What follows belongs to an exercise in optimizing a design on an open flow for a short achievable clock period and few clock cycles; a production flow would make more cautious choices. The RTL of this run was laid out without a check of its function.

`config.mk`:
```
export PLATFORM = sky130hd
export DESIGN_NAME = lc2k_core
export DESIGN_NICKNAME = lc2k_core
export VERILOG_FILES = /design/flow/design.v
export SDC_FILE = /design/flow/constraint.sdc
export NUM_CORES = 4
export LEC_CHECK = 0
export ABC_CLOCK_PERIOD_IN_PS = 2500
export CAP_MARGIN = 20
export CORE_MARGIN = 2
export CORE_UTILIZATION = 40
export PLACE_DENSITY = 0.6
export SETUP_SLACK_MARGIN = 3.5
export SLEW_MARGIN = 20
export TNS_END_PERCENT = 100
```
`constraint.sdc`:
```
create_clock -name core_clock -period 6.0 [get_ports {clk}]
set_input_delay 1.2000 -clock core_clock [delete_from_list [all_inputs] [get_ports {clk}]]
set_output_delay 1.2000 -clock core_clock [all_outputs]
set_load 0.01 [all_outputs]
```
`design.v`:
```
module lc2k_core (
    input  wire        clk,
    input  wire        rst,           
    output wire [15:0] imem_addr,
    input  wire [31:0] imem_rdata,
    output wire [15:0] dmem_addr,
    input  wire [31:0] dmem_rdata,
    output wire        dmem_we,
    output wire [31:0] dmem_wdata,
    output wire        halted
);
    localparam integer NT = 8;        
    localparam integer NB = 3;        
    reg [31:0] regs [0:7];
    reg [15:0] pc;
    reg [15:0] last_pc;               
    reg        last_seq;              
    reg        last_side;             
    reg [NT-1:0] last_hit;            
    reg        last_ok;               
    reg [NT-1:0] t_v;
    reg [15:0]   t_tag  [0:NT-1];
    reg [15:0]   t_nxt  [0:NT-1];
    reg [NT-1:0] t_c;
    reg [NT-1:0] t_ch;
    reg [2:0]    t_ca   [0:NT-1];
    reg [2:0]    t_cb   [0:NT-1];
    reg [15:0]   t_ctgt [0:NT-1];
    reg [NB-1:0] t_ptr;
    reg        d_valid;
    reg [31:0] d_instr;
    reg [15:0] d_pc1;
    reg        d_sc;                  
    reg [2:0]  d_sca, d_scb;
    reg [15:0] d_sctgt;
    reg        e_lw, e_sw, e_beq, e_halt, e_wr;
    reg [2:0]  e_rd;
    reg [31:0] e_a, e_b, e_sd;
    reg [15:0] e_target;
    reg        s_ab, s_mb, s_am, s_lb, s_al, s_mm, s_ll, s_nor;
    reg        n_ma, n_la, n_mb, n_lb;   
    reg        e_fsa, e_fsl;             
    reg        e_sc;
    reg [31:0] e_sva, e_svb;             
    reg        e_sfam, e_sfal, e_sfbm, e_sfbl;
    reg        e_swa, e_swb;             
    reg [15:0] e_sctgt;
    reg        m_lw, m_sw, m_wr;
    reg [2:0]  m_rd;
    reg [31:0] m_alu, m_sd;
    reg        m_sc;
    reg [31:0] m_sva, m_svb;
    reg        m_swa, m_swb;
    reg [15:0] m_sctgt;
    reg        halt_r;
    assign halted = halt_r;
    assign imem_addr = pc;
    wire [15:0] pc1 = pc + 16'd1;
    wire        f_isbeq    = (imem_rdata[31:22] == 10'b0000000100);
    wire        f_same     = (imem_rdata[21:19] == imem_rdata[18:16]);
    wire        f_beq_same = f_isbeq && f_same;
    wire        f_beq_cond = f_isbeq && !f_same;
    wire        f_ishalt   = (imem_rdata[31:22] == 10'b0000000110);
    wire [15:0] f_target   = pc1 + imem_rdata[15:0];
    reg [NT-1:0] h_sel;
    reg          h_hit, h_c, h_ch;
    reg [15:0]   h_nxt, h_ctgt;
    reg [2:0]    h_ca, h_cb;
    integer j;
    always @(*) begin
        h_hit = 1'b0;
        h_c = 1'b0;
        h_ch = 1'b0;
        h_nxt = 16'd0;
        h_ctgt = 16'd0;
        h_ca = 3'd0;
        h_cb = 3'd0;
        for (j = 0; j < NT; j = j + 1) begin
            h_sel[j] = t_v[j] && t_tag[j] == pc;
            if (h_sel[j]) begin
                h_hit  = 1'b1;
                h_c    = h_c | t_c[j];
                h_ch   = h_ch | t_ch[j];
                h_nxt  = h_nxt | t_nxt[j];
                h_ctgt = h_ctgt | t_ctgt[j];
                h_ca   = h_ca | t_ca[j];
                h_cb   = h_cb | t_cb[j];
            end
        end
    end
    wire new_u = f_beq_same && last_seq && !last_side;
    wire new_c = f_beq_cond && last_seq && !last_side && last_ok;
    wire chain = f_beq_same && last_seq && last_side;
    wire       d_ok  = d_valid && (d_instr[31:25] == 7'd0);
    wire [2:0] d_opc = d_instr[24:22];
    wire       d_add = d_ok && d_opc == 3'd0;
    wire       d_nor = d_ok && d_opc == 3'd1;
    wire       d_lw  = d_ok && d_opc == 3'd2;
    wire       d_sw  = d_ok && d_opc == 3'd3;
    wire       d_beq = d_ok && d_opc == 3'd4;
    wire       d_hlt = d_ok && d_opc == 3'd6;
    wire [2:0] d_ra  = d_instr[21:19];
    wire [2:0] d_rb  = d_instr[18:16];
    wire [2:0] d_rd  = d_lw ? d_rb : d_instr[2:0];
    wire       d_wr  = d_add || d_nor || d_lw;
    wire       d_useb = d_add || d_nor || d_beq;
    wire [31:0] d_off = {{16{d_instr[15]}}, d_instr[15:0]};
    wire       fa = e_wr && e_rd == d_ra;
    wire       fb = e_wr && e_rd == d_rb && d_useb;
    wire [31:0] m_res = m_lw ? dmem_rdata : m_alu;
    wire [31:0] d_va  = (m_wr && m_rd == d_ra)  ? m_res : regs[d_ra];
    wire [31:0] d_vb  = (m_wr && m_rd == d_rb)  ? m_res : regs[d_rb];
    wire [31:0] d_sva = (m_wr && m_rd == d_sca) ? m_res : regs[d_sca];
    wire [31:0] d_svb = (m_wr && m_rd == d_scb) ? m_res : regs[d_scb];
    wire [31:0] ld = dmem_rdata;
    wire [31:0] sum_ab = e_a + e_b;
    wire [31:0] sum_mb = m_alu + e_b;
    wire [31:0] sum_am = e_a + m_alu;
    wire [31:0] sum_lb = ld + e_b;
    wire [31:0] sum_al = e_a + ld;
    wire [31:0] nor_a = n_ma ? m_alu : n_la ? ld : e_a;
    wire [31:0] nor_b = n_mb ? m_alu : n_lb ? ld : e_b;
    wire [31:0] e_res = ({32{s_ab}}  & sum_ab) |
                        ({32{s_mb}}  & sum_mb) |
                        ({32{s_am}}  & sum_am) |
                        ({32{s_lb}}  & sum_lb) |
                        ({32{s_al}}  & sum_al) |
                        ({32{s_mm}}  & {m_alu[30:0], 1'b0}) |
                        ({32{s_ll}}  & {ld[30:0], 1'b0}) |
                        ({32{s_nor}} & ~(nor_a | nor_b));
    wire e_eq = (s_ab && e_a == e_b) ||
                (s_mb && m_alu == e_b) ||
                (s_am && e_a == m_alu) ||
                (s_lb && ld == e_b) ||
                (s_al && e_a == ld);
    wire [31:0] e_sdata = e_fsl ? ld : (e_fsa ? m_alu : e_sd);
    wire [31:0] e_sa = e_sfam ? m_alu : e_sfal ? ld : e_sva;
    wire [31:0] e_sb = e_sfbm ? m_alu : e_sfbl ? ld : e_svb;
    assign dmem_addr  = m_alu[15:0];
    assign dmem_wdata = m_sd;
    assign dmem_we    = m_sw;
    wire m_seq = m_swa ? (m_res == m_svb) :
                 m_swb ? (m_sva == m_res) : (m_sva == m_svb);
    wire m_taken = m_sc && m_seq;
    wire e_taken = e_beq && e_eq && !m_taken;
    wire flush_e = m_taken || e_taken;    
    integer i;
    always @(posedge clk) begin
        if (rst) begin
            for (i = 0; i < 8; i = i + 1)
                regs[i] <= 32'd0;
            pc        <= 16'd0;
            last_seq  <= 1'b0;
            last_side <= 1'b0;
            t_v       <= {NT{1'b0}};
            t_ptr     <= {NB{1'b0}};
            d_valid   <= 1'b0;
            d_sc      <= 1'b0;
            e_lw <= 1'b0; e_sw <= 1'b0; e_beq <= 1'b0; e_halt <= 1'b0; e_wr <= 1'b0;
            e_sc      <= 1'b0;
            m_lw <= 1'b0; m_sw <= 1'b0; m_wr <= 1'b0;
            m_sc      <= 1'b0;
            halt_r    <= 1'b0;
        end else begin
            if (m_wr)
                regs[m_rd] <= m_res;
            m_lw    <= e_lw;
            m_sw    <= e_sw && !m_taken && !halt_r;
            m_wr    <= e_wr && !m_taken;
            m_sc    <= e_sc && !m_taken;
            halt_r  <= halt_r || (e_halt && !m_taken);
            if (flush_e) begin
                e_lw <= 1'b0; e_sw <= 1'b0; e_beq <= 1'b0; e_halt <= 1'b0; e_wr <= 1'b0;
                e_sc <= 1'b0;
            end else begin
                e_lw <= d_lw; e_sw <= d_sw; e_beq <= d_beq; e_halt <= d_hlt; e_wr <= d_wr;
                e_sc <= d_sc && d_valid;
            end
            if (new_u || new_c) begin
                t_v[t_ptr] <= 1'b1;
                t_ptr      <= (t_ptr == NT - 1) ? {NB{1'b0}} : t_ptr + 1'b1;
            end
            if (m_taken) begin
                d_valid   <= 1'b0;
                d_sc      <= 1'b0;
                pc        <= m_sctgt;
                last_seq  <= 1'b0;
                last_side <= 1'b0;
            end else if (e_taken) begin
                d_valid   <= 1'b0;
                d_sc      <= 1'b0;
                pc        <= e_target;
                last_seq  <= 1'b0;
                last_side <= 1'b0;
            end else if (h_hit) begin
                d_valid   <= 1'b1;
                d_sc      <= h_c;
                pc        <= h_nxt;
                last_seq  <= h_c && !h_ch;
                last_side <= h_c && !h_ch;
            end else begin
                d_valid   <= !f_beq_same;
                d_sc      <= 1'b0;
                pc        <= f_beq_same ? f_target : pc1;
                last_seq  <= !f_beq_same;
                last_side <= 1'b0;
            end
        end
    end
    integer k;
    always @(posedge clk) begin
        m_rd    <= e_rd;
        m_alu   <= e_res;
        m_sd    <= e_sdata;
        m_sva   <= e_sa;
        m_svb   <= e_sb;
        m_swa   <= e_swa;
        m_swb   <= e_swb;
        m_sctgt <= e_sctgt;
        e_a      <= d_va;
        e_b      <= (d_lw || d_sw) ? d_off : d_vb;
        e_sd     <= d_vb;
        e_rd     <= d_rd;
        e_target <= d_pc1 + d_instr[15:0];
        s_nor    <= d_nor;
        s_ab     <= !d_nor && !fa && !fb;
        s_mb     <= !d_nor &&  fa && !fb && !e_lw;
        s_am     <= !d_nor && !fa &&  fb && !e_lw;
        s_lb     <= !d_nor &&  fa && !fb &&  e_lw;
        s_al     <= !d_nor && !fa &&  fb &&  e_lw;
        s_mm     <= !d_nor &&  fa &&  fb && !e_lw;
        s_ll     <= !d_nor &&  fa &&  fb &&  e_lw;
        n_ma     <= fa && !e_lw;
        n_la     <= fa &&  e_lw;
        n_mb     <= fb && !e_lw;
        n_lb     <= fb &&  e_lw;
        e_fsa    <= e_wr && e_rd == d_rb && !e_lw;
        e_fsl    <= e_wr && e_rd == d_rb &&  e_lw;
        e_sva    <= d_sva;
        e_svb    <= d_svb;
        e_sfam   <= e_wr && e_rd == d_sca && !e_lw;
        e_sfal   <= e_wr && e_rd == d_sca &&  e_lw;
        e_sfbm   <= e_wr && e_rd == d_scb && !e_lw;
        e_sfbl   <= e_wr && e_rd == d_scb &&  e_lw;
        e_swa    <= d_wr && d_rd == d_sca;
        e_swb    <= d_wr && d_rd == d_scb;
        e_sctgt  <= d_sctgt;
        d_instr  <= imem_rdata;
        d_pc1    <= pc1;
        d_sca    <= h_ca;
        d_scb    <= h_cb;
        d_sctgt  <= h_ctgt;
        last_pc  <= pc;
        last_hit <= h_sel;
        last_ok  <= !f_isbeq && !f_ishalt;
        if (new_u || new_c) begin
            t_tag[t_ptr]  <= last_pc;
            t_nxt[t_ptr]  <= new_u ? f_target : pc1;
            t_c[t_ptr]    <= new_c;
            t_ch[t_ptr]   <= 1'b0;
            t_ca[t_ptr]   <= imem_rdata[21:19];
            t_cb[t_ptr]   <= imem_rdata[18:16];
            t_ctgt[t_ptr] <= f_target;
        end
        if (chain)
            for (k = 0; k < NT; k = k + 1)
                if (last_hit[k]) begin
                    t_nxt[k] <= f_target;
                    t_ch[k]  <= 1'b1;
                end
    end
endmodule
```
`run.sh`:
```
#!/bin/bash
# synth_recipe.tcl (not shown) runs the flow's synth.tcl, then flattens the netlist and writes it again
# the make line also repeats each setting of config.mk as NAME=value (left out here)
make -C /OpenROAD-flow-scripts/flow DESIGN_CONFIG=/design/flow/config.mk WORK_HOME=/design/flow/orfs CLKGATE_MAP_FILE= SYNTH_SCRIPT=/design/flow/synth_recipe.tcl finish
```
==> flow_summary.json <==
{
  "setup_repair_after_global_routing_missed_its_margin": "true",
  "finish.net_count": 6740,
  "fmax_ghz": 0.263,
  "synth_top_cell_by_area": "sky130_fd_sc_hd__edfxtp_1",
  "synth.cell_area_um2": 64600,
  "critical_path_arrival_ps": 4350,
  "finalSetupViolCount": 0,
  "initial_standard_cell_utilization_of_the_core": 0.403,
  "route.detailed.wl_per_inst_um": 33.3,
  "placed_cells_incl_taps": 7800,
  "timing.max_slew.rel_slack": 0.138,
  "p_comb_frac": 0.267,
  "count_of_input_and_output_buffers": 131,
  "critPathRequiredTime_ps": 6550,
  "antenna_found_initial": 14,
  "clock_skew_ps": 57.4,
  "die_w_um": 406,
  "drive_above_1_share": 0.370,
  "first_pass_iters": 14,
  "row_count": 147,
  "synth_sequential_area_ratio": 0.481,
  "cts_tree": "built",
  "grt_start_max_net_pins": 65,
  "intPower_w": 0.0169,
  "synth_nets": 6034,
  "path_max_fanout": 5,
  "dp_hpwl_mm": 169,
  "worst_setup_path_end_kind": "register",
  "r2r_cells": 18,
  "report.power.total_w": 0.0250,
  "ys_ff_latch": 1205,
  "clock_sinks": 1205,
  "clk-insertion-delay-late_ps": 830,
  "route.final.wire_length_mm": 291,
  "cellLeakagePower_nw": 32.1,
  "switching_pwr_w": 0.00811,
  "dr.first_iter.drc_count": 7719,
  "detail-route-antenna-nets": 0,
  "clockPowerShare": 0.350,
  "clk_transition_reported_paths_ps": 60,
  "overflow": 0,
  "finalCoreUtilization": 0.544,
  "crit_type": "register to register",
  "finalHoldViolations": 0,
  "fin_crit_sh": 0.633,
  "yosys_warnings": 1,
  "synth_commonest_cells": "sky130_fd_sc_hd__edfxtp_1 (696), sky130_fd_sc_hd__nor2_1 (619), sky130_fd_sc_hd__dfxtp_1 (509)",
  "route.met2.wl_mm": 130,
  "yosys-top-cells-area": "sky130_fd_sc_hd__edfxtp_1 (32%), sky130_fd_sc_hd__dfxtp_1 (16%), sky130_fd_sc_hd__mux4_2 (8.9%)",
  "worst_pin_slew_ps": 1280,
  "grt_first_pass_wirelength_mm": 382,
  "cts_hold_repair.buffers": 0,
  "synth_cell_types": 105,
  "dr_total_vias": 56400,
  "maxCapViolations": 0,
  "cellPowerDensity_nw_per_um2": 287,
  "netlist.area_leader.share": 0.323,
  "outcome": "no timing/DRC/antenna violations",
  "via_count_of_the_first_global_routing_pass": 53000,
  "hold_slack_ps": 326,
  "cts.htree.levels": 4,
  "holdCritPathClass": "register to register",
  "cts_max_path_buffers": 3,
  "area_delta_synth_final_pct": 35.1,
  "track_usage": 0.324,
  "gp_congestion": 0.963,
  "syn-instance-count": 5770,
  "clock_root_cell": "sky130_fd_sc_hd__clkbuf_16",
  "final_number_of_max_transition_violations": 0,
  "swShare": 0.324,
  "drc": 0,
  "asyncSetResetFlopFracSynth": 0,
  "synth-edff-count": 696,
  "final-instance-count-excl-fill": 8762,
  "timing.setup.tns_ps": 0,
  "cts_buffers": 135,
  "startpoint_type": "register",
  "design.core.area_um2": 161000,
  "boundaryPins": 132,
  "avgViaCountPerCell": 6.43,
  "worstHoldPathCells": 0,
  "sequential_power_share": 0.383,
  "final.min_clock_period_ps": 3800,
  "detailroute.wirelength.met3_mm": 32.1,
  "worst_case_vdd_ir_drop_mv": 0.321,
  "top_layer": "met5",
  "die_height_um": 406,
  "floorplan.die_area_um2": 165000,
  "wl_met1_mm": 102,
  "yosys.cell_count.top_type": "sky130_fd_sc_hd__edfxtp_1",
  "post_synthesis_average_cell_area_um2": 11.2,
  "ys_dominant_reg_cell": "sky130_fd_sc_hd__edfxtp_1"
}
[power by group through the flow]
| stage | Combinational, W | Clock [W] | Sequential [W] |
|---|---|---|---|
| after floorplan | 0.00321 | 0 | 0.00945 |
| after global placement | 0.00486 | 0 | 0.00973 |
| after detailed placement | 0.00486 | 0 | 0.00974 |
| after CTS | 0.00603 | 0.00871 | 0.00957 |
| after global routing | 0.00695 | 0.00910 | 0.00960 |
| final | 0.00668 | 0.00876 | 0.00960 |
[logic make-up (layout without fill, tap and decap cells)]
group / Yosys count / count (layout) / synth area share
adder cells (fa/ha/maj): 198 / 198 / 0.0391
AO/OA/AOI/OAI: 1258 / 1260 / 0.129
multiplexers: 646 / 646 / 0.153
buffers and inverters: 511 / 1314 / 0.0333
flip-flops: 1205 / 1205 / 0.481
XOR/XNOR: 390 / 390 / 0.0532
other: 0 / 13 / 0
AND/OR/NAND/NOR: 1562 / 1576 / 0.112
[repair_timing]
item,4_1_cts,5_1_grt
pin swaps,300,283
endpoints found under the setup margin,1017,814
cloned,46,35
setup buffers,450,168
gates resized for setup,1544,444
[state kept, by name (all words and copies together) (netlist names), 24 cells and up]
register,cells
m_sd,32
regs,256
e_a,32
d_instr,32
e_sd,32
t_ca,24
e_svb,32
t_nxt,128
e_b,32
m_sva,32
m_svb,32
e_sva,32
m_alu,32
t_tag,128
t_cb,24
t_ctgt,128
[cells in the final DEF (no fill, tap or decap), types with 104 or more instances in the layout]
cell type,count
sky130_fd_sc_hd__buf_4,430
sky130_fd_sc_hd__edfxtp_1,696
sky130_fd_sc_hd__nand2_1,347
sky130_fd_sc_hd__dfxtp_1,375
sky130_fd_sc_hd__a21oi_1,246
sky130_fd_sc_hd__xnor2_1,266
sky130_fd_sc_hd__buf_6,245
sky130_fd_sc_hd__clkbuf_16,164
sky130_fd_sc_hd__mux4_2,256
sky130_fd_sc_hd__o21ai_0,211
sky130_fd_sc_hd__buf_12,115
sky130_fd_sc_hd__a22oi_1,104
sky130_fd_sc_hd__mux2i_1,259
sky130_fd_sc_hd__nor2_1,568
[worst max-delay path, stage by stage (launching register included)]
cell and delay [ps]:
sky130_fd_sc_hd__dfxtp_2 340, sky130_fd_sc_hd__buf_12 140, sky130_fd_sc_hd__ha_4 160, sky130_fd_sc_hd__nand3_4 90, sky130_fd_sc_hd__buf_6 120, sky130_fd_sc_hd__buf_6 130, sky130_fd_sc_hd__xnor2_4 300, sky130_fd_sc_hd__ha_4 280
sky130_fd_sc_hd__o21a_1 220, sky130_fd_sc_hd__o21ai_2 180, sky130_fd_sc_hd__buf_4 160, sky130_fd_sc_hd__o21ai_4 80, sky130_fd_sc_hd__a31oi_4 250, sky130_fd_sc_hd__o21ai_1 120, sky130_fd_sc_hd__a21o_1 200, sky130_fd_sc_hd__a21oi_2 200
sky130_fd_sc_hd__xnor2_2 190, sky130_fd_sc_hd__buf_6 270, sky130_fd_sc_hd__o21ai_0 120
[cell type report]
cell class | count | area [µm²]
Antenna cell | 13 | 32.5
Clock buffer | 190 | 3910
Clock inverter | 60 | 741
Fill cell | 13000 | 73200
Inverter | 85 | 365
Multi-Input combinational cell | 4070 | 36900
Sequential cell | 1205 | 31400
Tap cell | 2160 | 2700
Timing Repair Buffer | 979 | 11200
[path summary, 6_finish.rpt]
path / end / slack, ps / startpoint
min reg2reg: m_swb$_DFF_P_ / 330 / e_swb$_DFF_P_
max reg2reg: t_nxt[5][15]$_DFFE_PP_ / 2200 / pc[1]$_SDFF_PP0_
max: t_nxt[5][15]$_DFFE_PP_ / 2200 / pc[1]$_SDFF_PP0_
min: m_swb$_DFF_P_ / 330 / e_swb$_DFF_P_
[per-layer routing]
| layer | global-route usage | vias to the layer above |
|---|---|---|
| met4 | 0.234 | 12 |
| met1 | 0.396 | 27700 |
| met2 | 0.507 | 4176 |
| met5 | 0 | - |
| li1 | - | 23100 |
| met3 | 0.0719 | 1303 |
[metrics by stage]
step	setup WS, ps	cell area, µm²
after CTS	2680	83200
final	2200	87400
after floorplan	2160	66000
after global routing	2090	87300
after detailed placement	826	69200
after global placement	925	69200

separate check: timing with driven ports:
Ports are ideal in the flow. The routed layout listed here was re-timed in OpenROAD. Step 1 assumes that a clkbuf_16 drives the clock port and a buf_2 every other input. Step 2 adds t to the input delays and takes it off the output delays; t is the mean of the earliest and latest rising clock arrival at the registers after step 1. Input paths then give back, and output paths get back, about the clock's delay inside the block. a / b / c = no drivers / after step 1 / after step 2; a / b = the first two.
t (ns): 0.875
setup slack, ns: 2.199 / 2.199 / 1.591
hold slack, ns: 0.326 / 0.326 / 0.326
worst setup path after step 2: input to register
cell pins on the clock port's net: 1
After both steps this run still meets setup and hold. The setup slack of this run moves by 0.000 ns with the drivers and by -0.608 ns with both steps.
